This is an optimization exercise on Yosys and OpenROAD, whose aim is small area, not a production implementation.
Only simulation tests tie the RTL to the original design; equivalence was not proved.

==> run a <==
// drum_core
module drum_core (
    input  wire               clk,
    input  wire               rst,           
    input  wire               byte_valid,
    input  wire [7:0]         byte_data,
    output wire               byte_ready,
    input  wire               block_valid,
    input  wire [15:0]        block_fshift,  
    output wire               block_ready,
    input  wire [3:0]         press,         
    input  wire               overrun,
    output wire               out_valid,
    output wire signed [19:0] out_sample,
    output reg                overrun_flag
);
clock: 30.0 ns
lec_check: 0
cap_margin: 20
core_margin: 2
core_utilization: 30
gpl_timing_driven: 0
slew_margin: 20
standard.sh (not shown) runs the stock make flow with config.mk's settings and CLKGATE_MAP_FILE= SYNTH_SCRIPT=/design/flow/synth_recipe.tcl, a recipe that flattens the netlist after the stock synthesis.
==> flow/flow/run.sh <==
#!/bin/bash
# Standard ORFS layout, with the combinational logic of the standard synthesis
# re-mapped by ABC for area before floorplanning. Registers (cells and names)
# are left exactly as the standard synthesis made them, and so are its full
# adders.
set -euo pipefail
HERE=$(pwd)
YOSYS=${YOSYS_EXE:-$FLOW_HOME/../tools/install/yosys/bin/yosys}
LIB=$FLOW_HOME/platforms/sky130hd/lib/sky130_fd_sc_hd__tt_025C_1v80.lib
RES=$HERE/orfs/results/$FLOW_PLATFORM/drum_core/base

bash standard.sh synth > $HERE/synth.log 2>&1

cp $RES/1_2_yosys.v $HERE/synth_std.v
SEQ=$(grep -oE 'cell \("?sky130_fd_sc_hd__(df|edf|sdf|dl|conb|fa_)[a-z0-9_]*' $LIB | sed -E 's/cell \("?//' | sort -u | tr '\n' ' ')
sed -e "s#@LIB@#$LIB#g" -e "s#@SEQ@#$SEQ#g" -e "s#@IN@#$HERE/synth_std.v#g" \
    -e "s#@OUT@#$HERE/synth_remap.v#g" -e "s#@TOP@#$FLOW_TOP#g" flow/remap.ys > $HERE/remap_run.ys
$YOSYS -q -l $HERE/remap.log $HERE/remap_run.ys > /dev/null 2>&1
cp $HERE/synth_remap.v $RES/1_2_yosys.v

# Clock tree: no dummy loads, and clusters sized for the flip-flop clock-pin
# slew limit.
CTS_ARGS="-sink_clustering_enable -repair_clock_nets -dont_use_dummy_load -buf_list {sky130_fd_sc_hd__clkbuf_4}"
bash standard.sh finish "CTS_ARGS=$CTS_ARGS" > $HERE/finish.log 2>&1
==> flow/flow/remap.ys <==
read_liberty -ignore_miss_func @LIB@
read_verilog @IN@
hierarchy -top @TOP@
setattr -mod -set keep_hierarchy 1 @SEQ@
flatten
rename -hide w:*.*
select @TOP@
opt_clean -purge
abc -liberty @LIB@ -dont_use *probe* -dont_use *lpflow* -script +strash;dc2;dch,-f;amap;strash;dch,-f;amap;
opt_clean -purge
setundef -zero
hilomap -singleton -hicell sky130_fd_sc_hd__conb_1 HI -locell sky130_fd_sc_hd__conb_1 LO
opt_clean -purge
splitnets
opt_clean -purge
insbuf -buf sky130_fd_sc_hd__buf_4 A X
hierarchy -top @TOP@
select @TOP@
stat -liberty @LIB@
write_verilog -noattr -noexpr -nohex -nodec -selected @OUT@
==> inputs of run b, as changes to run a <==
--- a/flow/design.v
+++ b/flow/design.v
@@ -609,17 +609,17 @@
     reg [1:0]  var0, var1, var2;
     reg [3:0]  btn;
     reg [15:0] fshift;
     reg [15:0] lfsr;
     reg [13:0] cnt0, cnt1, cnt3;
     reg [14:0] cnt2, cnt6;
     reg [12:0] cnt4;
     reg [4:0]  sample_i;
-    reg [2:0]  s;                
+    reg [5:0]  s;                
     reg [2:0]  drum;
     reg        in_trans;         
     reg        wrap;             
     reg        pend_y;           
     reg [19:0] acc;              
     assign out_valid  = (state == S_OUT);
     assign out_sample = acc;
     reg [29:0] W;                
@@ -812,23 +812,20 @@
             if ((do_off && match_oh[k]) || (take_block && btn_eff[3]))
                 slot_active[k] <= 1'b0;
         end
         if (rst) slot_active <= 5'd0;
     end
     reg  [7:0]  cur_note;
     reg         cur_act;
     always @(*) begin
-        case (s)
-            3'd0:    begin cur_note = slot_note[7:0];   cur_act = slot_active[0]; end
-            3'd1:    begin cur_note = slot_note[15:8];  cur_act = slot_active[1]; end
-            3'd2:    begin cur_note = slot_note[23:16]; cur_act = slot_active[2]; end
-            3'd3:    begin cur_note = slot_note[31:24]; cur_act = slot_active[3]; end
-            default: begin cur_note = slot_note[39:32]; cur_act = slot_active[4]; end
-        endcase
+        cur_note = ({8{s[0]}} & slot_note[7:0])   | ({8{s[1]}} & slot_note[15:8]) |
+                   ({8{s[2]}} & slot_note[23:16]) | ({8{s[3]}} & slot_note[31:24]) |
+                   ({8{s[4]}} & slot_note[39:32]);
+        cur_act  = |(s[4:0] & slot_active);
     end
     wire        cur_drum  = (cur_note >= 8'd60) && (cur_note <= 8'd64);
     wire [2:0]  cur_d     = cur_note[2:0] - 3'd4;        
     wire [14:0] n_sub     = (drum == 3'd0) ? {1'b0, cnt0} : cnt6;
     wire        sub_live  = (drum == 3'd0) ? (n_sub < 15'd960) : (n_sub < 15'd720);
     wire        cnt_wr = (state == S_FINF) || (state == S_FINT);
     wire        cnt_clr = (state == S_FINF) ? ({1'b0, n} >= nthr) : wrap;
     wire [14:0] cnt_d  = cnt_clr ? 15'd0 : nb[14:0];
@@ -877,34 +874,34 @@
                     endcase
                 end else if (block_valid) begin
                     fshift <= block_fshift;
                     if (btn_eff[0]) var0 <= var0 + 2'd1;
                     if (btn_eff[1]) var1 <= var1 + 2'd1;
                     if (btn_eff[2]) var2 <= var2 + 2'd1;
                     btn      <= 4'd0;
                     sample_i <= 5'd0;
-                    s        <= 3'd0;
+                    s        <= 6'd1;
                     acc      <= 20'd0;
                     state    <= S_SLOT;
                 end
             end
             S_SLOT: begin
-                if (s == 3'd0) acc <= 20'd0;
+                if (s[0]) acc <= 20'd0;
                 in_trans <= 1'b0;
-                if (s == 3'd5) begin
+                if (s[5]) begin
                     state <= S_OUT;
                 end else if (cur_act && cur_drum) begin
                     drum <= cur_d;
                     if (cur_d == 3'd1)
                         state <= (cnt1 < 14'd4800) ? S_LIN : S_ZX;
                     else
                         state <= S_YE;
                 end else begin
-                    s <= s + 3'd1;
+                    s <= {s[4:0], 1'b0};
                 end
             end
             S_ZX: begin              
                 T1    <= 16'd0;
                 state <= S_FC;
             end
             S_YE:   if (done) begin
                         T1    <= e;
@@ -992,27 +989,27 @@
                         state <= S_FINF;
                     end
             S_FINF: begin
                 wrap <= ({1'b0, n} >= nthr);
                 if (drum == 3'd2 || drum == 3'd3) begin
                     in_trans <= 1'b1;        
                     state    <= S_FINT;
                 end else begin
-                    s     <= s + 3'd1;
+                    s     <= {s[4:0], 1'b0};
                     state <= S_SLOT;
                 end
             end
             S_FINT: begin
                 in_trans <= 1'b0;
-                s        <= s + 3'd1;
+                s        <= {s[4:0], 1'b0};
                 state    <= S_SLOT;
             end
             S_OUT: begin
-                s <= 3'd0;
+                s <= 6'd1;
                 if (sample_i == 5'd31) begin
                     state <= S_IDLE;
                 end else begin
                     sample_i <= sample_i + 5'd1;
                     state    <= S_SLOT;
                 end
             end
             default: state <= S_IDLE;
==> flow/flow/run.sh (replaced) <==
#!/bin/bash
# Standard ORFS layout, with the combinational logic of the standard synthesis
# re-mapped by ABC for area before floorplanning. Registers (cells and names)
# are left exactly as the standard synthesis made them, and so are its full
# adders.
set -euo pipefail
HERE=$(pwd)
YOSYS=${YOSYS_EXE:-$FLOW_HOME/../tools/install/yosys/bin/yosys}
LIB=$FLOW_HOME/platforms/sky130hd/lib/sky130_fd_sc_hd__tt_025C_1v80.lib
RES=$HERE/orfs/results/$FLOW_PLATFORM/drum_core/base

bash standard.sh synth > $HERE/synth.log 2>&1

cp $RES/1_2_yosys.v $HERE/synth_std.v
SEQ=$(grep -oE 'cell \("?sky130_fd_sc_hd__(df|edf|sdf|dl|conb|fa_)[a-z0-9_]*' $LIB | sed -E 's/cell \("?//' | sort -u | tr '\n' ' ')
# ABC's results vary with its script: try a few and keep the smallest netlist.
best=""
best_area=""
i=0
for ABC in "+strash;dc2;dch,-f;amap;strash;dch,-f;amap;" \
           "+strash;dch,-f;amap;" \
           "+strash;resub,-K,8;dc2;dch,-f;amap;strash;dch,-f;amap;" \
           "+strash;dc2;dc2;dch,-f;amap;strash;dc2;dch,-f;amap;" \
           "+strash;dc2;resub,-K,8,-N,2;dch,-f;amap;strash;dch,-f;amap;" \
           "+strash;dc2;dch,-f;amap;strash;dc2;dch,-f;amap;strash;dc2;dch,-f;amap;" \
           "+strash;dch,-f;amap;strash;dch,-f;amap;strash;dch,-f;amap;" \
           "+strash;drw;drf;dc2;dch,-f;amap;strash;dch,-f;amap;"; do
  i=$((i+1))
  sed -e "s#@LIB@#$LIB#g" -e "s#@SEQ@#$SEQ#g" -e "s#@IN@#$HERE/synth_std.v#g" \
      -e "s#@OUT@#$HERE/synth_remap_$i.v#g" -e "s#@TOP@#$FLOW_TOP#g" -e "s#@ABC@#$ABC#g" \
      flow/remap.ys > $HERE/remap_run_$i.ys
  if $YOSYS -q -l $HERE/remap_$i.log $HERE/remap_run_$i.ys > /dev/null 2>&1; then
    area=$( (grep -E "Chip area for module" $HERE/remap_$i.log || true) | tail -1 | awk "{print \$NF}")
    echo "remap $i: $area" >> $HERE/remap_summary.log
    if [[ -n "$area" ]] && { [[ -z "$best_area" ]] || awk "BEGIN{exit !($area < $best_area)}"; }; then
      best=$i; best_area=$area
    fi
  else
    echo "remap $i: failed" >> $HERE/remap_summary.log
  fi
done
if [[ -n "$best" ]]; then
  echo "using remap $best ($best_area)" >> $HERE/remap_summary.log
  cp $HERE/synth_remap_$best.v $HERE/synth_remap.v
else
  echo "all remaps failed; keeping the standard netlist" >> $HERE/remap_summary.log
  cp $HERE/synth_std.v $HERE/synth_remap.v
fi
cp $HERE/synth_remap.v $RES/1_2_yosys.v

# Clock tree: no dummy loads, and clusters sized for the flip-flop clock-pin
# slew limit.
CTS_ARGS="-sink_clustering_enable -repair_clock_nets -dont_use_dummy_load -sink_clustering_size 5 -sink_clustering_max_diameter 35 -sink_buffer_max_cap_derate 1.0 -buf_list {sky130_fd_sc_hd__clkbuf_2 sky130_fd_sc_hd__clkbuf_4}"
bash standard.sh finish "CTS_ARGS=$CTS_ARGS" > $HERE/finish.log 2>&1
==> flow/flow/remap.ys (replaced) <==
read_liberty -ignore_miss_func @LIB@
read_verilog @IN@
hierarchy -top @TOP@
setattr -mod -set keep_hierarchy 1 @SEQ@
flatten
rename -hide w:*.*
select @TOP@
opt_clean -purge
abc -liberty @LIB@ -dont_use *probe* -dont_use *lpflow* -script @ABC@
opt_clean -purge
setundef -zero
hilomap -singleton -hicell sky130_fd_sc_hd__conb_1 HI -locell sky130_fd_sc_hd__conb_1 LO
opt_clean -purge
splitnets
opt_clean -purge
insbuf -buf sky130_fd_sc_hd__buf_4 A X
hierarchy -top @TOP@
select @TOP@
stat -liberty @LIB@
write_verilog -noattr -noexpr -nohex -nodec -selected @OUT@
Settings changed: CORE_UTILIZATION 30 to 45.
==> inputs of run c, as changes to run a <==
--- a/flow/flow/run.sh
+++ b/flow/flow/run.sh
@@ -15,10 +15,10 @@
 SEQ=$(grep -oE 'cell \("?sky130_fd_sc_hd__(df|edf|sdf|dl|conb|fa_)[a-z0-9_]*' $LIB | sed -E 's/cell \("?//' | sort -u | tr '\n' ' ')
 sed -e "s#@LIB@#$LIB#g" -e "s#@SEQ@#$SEQ#g" -e "s#@IN@#$HERE/synth_std.v#g" \
     -e "s#@OUT@#$HERE/synth_remap.v#g" -e "s#@TOP@#$FLOW_TOP#g" flow/remap.ys > $HERE/remap_run.ys
 $YOSYS -q -l $HERE/remap.log $HERE/remap_run.ys > /dev/null 2>&1
 cp $HERE/synth_remap.v $RES/1_2_yosys.v
 
 # Clock tree: no dummy loads, and clusters sized for the flip-flop clock-pin
 # slew limit.
-CTS_ARGS="-sink_clustering_enable -repair_clock_nets -dont_use_dummy_load -buf_list {sky130_fd_sc_hd__clkbuf_4}"
+CTS_ARGS="-sink_clustering_enable -repair_clock_nets -dont_use_dummy_load -sink_clustering_size 7 -sink_clustering_max_diameter 40 -sink_buffer_max_cap_derate 1.0 -buf_list {sky130_fd_sc_hd__clkbuf_4}"
 bash standard.sh finish "CTS_ARGS=$CTS_ARGS" > $HERE/finish.log 2>&1
==> comparison <==
- Of run a and run c, run a has the higher count of clock-buffer cells in the layout (gap 20).
- The highest clock skew belongs to run b, the lowest to run c.
- Worst hold slack, lowest first: run c, run a, run b.
- The highest utilization belongs to run b, the lowest to run c.
- Setup slack: run c < run a < run b.
- Of run c and run b, run c has the higher wire length (gap about 9%, measured against run b).
- The highest cell count belongs to run a, the lowest to run b.
==> figures <==
item	run b	run a	run c
Outcome	no timing/DRC/antenna violations	no timing/DRC/antenna violations	no timing/DRC/antenna violations
Crit path top cell by count	sky130_fd_sc_hd__clkinv_1	sky130_fd_sc_hd__nor2_1	sky130_fd_sc_hd__nor2_1
DR vias/cell	6.71	6.18	6.18
Total routed wire length on the met1 layer	46.9 mm	56.4 mm	56.7 mm
DR top layer	met4	met5	met5
Drt initial violations	4661	4241	4577
Final routed wire length divided by cell count	26.8 um	26.0 um	26.0 um
CTS clock-pin slew for the worst setup and hold paths	0.11 ns	0.06 ns	0.09 ns
ClkCell Share	0.0142	0.0217	0.0168
Setup Skew	0.190 ns	0.142 ns	0.138 ns
Via count of the routed design	30700	32000	31900
Initial core utilization	0.453	0.303	0.303
Crit-path slowest cell	sky130_fd_sc_hd__nor2_1	sky130_fd_sc_hd__fa_1	sky130_fd_sc_hd__fa_1
Pin count of the biggest net entering global routing	44	42	42
Number of sinks handled by clock tree synthesis	308	305	305
Synthesized instance count	3638	3829	3829
Tap Count	765	1165	1165
Vias in the first global route	29400	30100	29800

## static timing again, ports no longer ideal
The flow's constraints put no driver on any port. The routed layouts listed below were extracted and timed again, unchanged, in two steps.
Step 1 (the two cells are an assumption about what drives the block):
set clk [get_ports {clk}]
set_driving_cell -lib_cell sky130_fd_sc_hd__clkbuf_16 $clk
set_driving_cell -lib_cell sky130_fd_sc_hd__buf_2 [delete_from_list [all_inputs] $clk]
Step 2 times the ports against the registers' clock, not the clock port: input delays grow and output delays shrink by t, the midpoint of the rising clock arrivals with the driver on.
Three values: ideal, step 1, step 2; two values: the first two.
run	shift t [ns]	setup slack, ns	clock arrival spread, ns	cell pins on the clock port's net
run a	0.872	2.551 / 2.551 / 2.551	0.149 / 0.150	1
run b	1.044	2.825 / 2.825 / 2.825	0.192 / 0.192	1
run c	0.821	2.521 / 2.521 / 2.521	0.139 / 0.139	1
After both steps setup and hold are still met in every run listed.
